From an optimization exercise on the open Yosys and OpenROAD flow, aimed at small area, a short achievable clock period and few clock cycles; shortcuts taken in it are not production practice. Power figures rest on the tool's default switching activity, not on a simulated workload.

## spdy_fhd
module spdy_fhd #(
    parameter [32:0] BUF_CAP  = 33'd4096,
    parameter [23:0] LEN_CAP  = 24'd2048,
    parameter integer PRI_BITS = 3,
    parameter [7:0]  SS_OFF   = 8'd10,
    parameter [7:0]  SR_OFF   = 8'd4,
    parameter [7:0]  HD_OFF   = 8'd4
) (
    input  wire        clk,
    input  wire        rst,
    input  wire        cmd_valid,
    output wire        cmd_ready,
    input  wire [7:0]  cmd_op,
    input  wire [31:0] cmd_arg,
    output reg         done,
    output reg         mem_en,
    output reg  [31:0] mem_addr,
    input  wire [7:0]  mem_rdata,
    input  wire [5:0]  reg_addr,
    output reg  [31:0] reg_rdata
);
For scale: ~2500 cells after synthesis, about 400 flip-flops, about 120 I/O pins, roughly 0.024 mm2 of cells after synthesis.
clock: 10.0 ns
lec_check: 0
abc_clock_period_in_ps: 4000
cap_margin: 35
core_margin: 2
core_utilization: 30
setup_slack_margin: 5.0
slew_margin: 35
run.sh (not shown) runs the stock make flow with config.mk's settings and CLKGATE_MAP_FILE= SYNTH_SCRIPT=/design/flow/synth_recipe.tcl, a recipe that flattens the netlist after the stock synthesis.
The baseline finished with timing, DRC and antenna clean.
Rerun with:
--- a/flow/design.v
+++ b/flow/design.v
@@ -133,23 +133,22 @@
     wire        se_okc   = (pl_kind == K_SETTINGS) && (cmd_arg[31:9] == 23'd0) &&
                            (cmd_arg[8:0] < pa[8:0]) && !se_room[13] &&
                            ({1'b0, cmd_arg[8:0]} < se_room[12:3]);
     wire        is_rdu   = (cmd_op >= 8'h02) && (cmd_op <= 8'h05);
     wire        rdu_ok   = !dif[13];
     wire        is_hdr = (cmd_op == OP_DECHDR || cmd_op == OP_DECFRM);
     wire        en0 = acc && (((is_rdu || cmd_op == OP_XPAY) && avnz) || (is_hdr && av8));
-    wire        op_sk = !busy && !cmd_op[4] && cmd_op[2:0] == 3'd6;
-    wire        op_sl = !busy && !cmd_op[4] && cmd_op[2:0] == 3'd7;
+    wire        op_sk = !busy && cmd_op == OP_SEEK;
+    wire        op_sl = !busy && cmd_op == OP_SETLIM;
     wire        hi8   = busy && (mode == M_HDR || mode == M_FRM || mode == M_FRM2 || d8);
     reg  [12:0] y;
     always @(*) begin
         if (!busy)
-            y = cmd_op[4] ? fr_len[12:0] :
-                (cmd_op[2:1] == 2'b01 || cmd_op[2:1] == 2'b10) ? {10'd0, cmd_op[2:0] - 3'd1} :
-                cmd_arg[12:0];
+            y = (cmd_op == OP_XPAY) ? fr_len[12:0] :
+                is_rdu ? {10'd0, cmd_op[2:0] - 3'd1} : cmd_arg[12:0];
         else case (mode)
             M_RDU:  y = {10'd0, kq} + 13'd1;
             M_HDR:  y = 13'd0;
             M_FRM:  y = {1'b0, w64[11:0]};
             M_FRM2: y = {1'b0, w64[51:40]};
             default: y = plen;
         endcase
@@ -157,26 +156,31 @@
     wire [12:0] dif_a = op_sk ? lim : op_sl ? cmd_arg[12:0] : hi8 ? am8 : av;
     wire [12:0] dif_b = op_sl ? pos : y;
     wire [13:0] dif   = {1'b0, dif_a} - {1'b0, dif_b};
     wire        arg_hi    = (cmd_arg[31:13] != 19'd0);
     wire        tr_short  = arg_hi || dif[13];
     wire        seek_bad  = arg_hi || dif[13];
     wire        lim_bad   = arg_hi || dif[13] || (cmd_arg[12] && cmd_arg[11:0] != 12'd0);
-    reg  [12:0] ma;
-    wire [12:0] pos5  = pos + 13'd5;
-    wire        hdrop = cmd_op[7:5] == 3'd0 && cmd_op[4] && !cmd_op[3] && cmd_op[1:0] == 2'd0;
-    wire        hmode = busy && (mode == M_HDR || mode == M_FRM || mode == M_FRM2);
-    wire [12:0] se_a  = pb[12:0] + {cmd_arg[9:0], 3'b000};
-    wire [12:0] ma_nx = (hmode && t == 4'd2) ? pos :
-                        (hmode && t == 4'd7) ? pos8 :
-                        ((m_frm && t[3] && hk == K_SETTINGS) || scnt_end) ? pos5 :
-                        !busy ? ((cmd_op[4] && cmd_op[0]) ? se_a : mem_addr[12:0] + 13'd1) :
-                        mem_addr[12:0] + 13'd1;
+    reg  [4:0]  off;
     always @(*) begin
-        mem_addr = {19'd0, busy ? ma : hdrop ? pos5 : pos};
+        off = 5'd0;
+        if (busy) case (mode)
+            M_HDR, M_FRM, M_FRM2: off = t[3] ? 5'd8 : {2'b00, t[2:0] + 3'd5};
+            M_PAY:  off = {1'b0, t} + {1'b0, d8, 3'b000};
+            M_SCNT: off = {1'b0, t} + 5'd5;
+            default: off = {1'b0, t};
+        endcase
+    end
+    wire [12:0] a_b   = m_se ? pb[12:0] : pos;
+    wire [12:0] a_o   = m_se ? {1'b0, se[8:0], t[2:0]} : {8'd0, off};
+    always @(*) begin
+        if (!busy && cmd_op[7:5] == 3'd0 && cmd_op[4] && !cmd_op[3] && cmd_op[1:0] == 2'd0)
+            mem_addr = {19'd0, pos + 13'd5};
+        else
+            mem_addr = {19'd0, a_b + a_o};
         if (!busy)
             mem_en = en0;
         else case (mode)
             M_RDU:  mem_en = (t[2:0] < {1'b0, kq} + 3'd1);
             M_HDR, M_FRM2, M_SE: mem_en = !t[3];
             M_FRM:  mem_en = !t[3] || av9;
             M_PAY:  mem_en = (t < prs);
@@ -193,15 +197,14 @@
                           (pay_end && !(pk == K_SETTINGS && cbad));
     wire        pos_sk  = acc && cmd_op == OP_SEEK && !seek_bad;
     wire        lim_ld  = acc && cmd_op == OP_SETLIM && !lim_bad;
     wire [12:0] pos_nx  = rst ? 13'd0 : pos_sk ? cmd_arg[12:0] : pos_ld ? pos_sum : pos;
     wire [12:0] av_nx   = rst ? 13'd0 : (pos_sk || pos_ld || lim_ld) ? dif[12:0] : av;
     always @(posedge clk) begin
         hb  <= {hb[47:0], mem_rdata};
-        ma  <= ma_nx;
         pos <= pos_nx;
         av  <= av_nx;
         if (rst) begin
             busy    <= 1'b0;
             done    <= 1'b0;
             mode    <= M_RDU;
             t       <= 4'd0;
@@ -285,14 +288,15 @@
                     end
                     OP_SENTRY: begin
                         t <= 4'd0;
                         if (!se_okc) begin
                             st   <= ST_RANGE;
                             done <= 1'b1;
                         end else begin
+                            se[8:0] <= cmd_arg[8:0];
                             busy    <= 1'b1;
                             mode    <= M_SE;
                         end
                     end
                     default: begin
                         st   <= ST_BADCMD;
                         done <= 1'b1;
Flip-flop and latch count drops by 13.
Utilization climbs by 0.28 points.
Clock power barely changes.
Cell count drops by about 1.5%.
Total power drops by 6.2%.
Synthesized cell count climbs by about 0.5%.
Worst hold slack improves by 18 ps.
Global-route usage drops by 0.34 points.
Design area drops by 1.6%.
Setup slack degrades by 45 ps.
No functional check of the RTL was part of any run of this note.

re-timing with driven ports:
How much do the figures lean on ideal ports? The routed layouts below were timed once more, with nothing changed but the port constraints.
Step 1, drivers: a clkbuf_16 drives clk and a buf_2 each remaining input, both assumed.
Step 2 also shifts input and output timing later by t, the mid clock arrival at the registers, as if the neighbouring blocks saw the same clock.
Three values: no drivers, after step 1, after step 2; two values: the first two.
run	t, ns	slack for setup (ns)	worst slew at a driven data input, ns	cell pins on the clock port's net
the first run	0.665	3.942 / 3.894 / 3.894	0.08	1
the second run	0.651	3.897 / 3.830 / 3.269	0.17	1
After both steps every run listed still meets setup and hold. For the second run, which loses most, drivers alone change the setup slack by -0.067 ns; drivers and shift together by -0.628 ns.
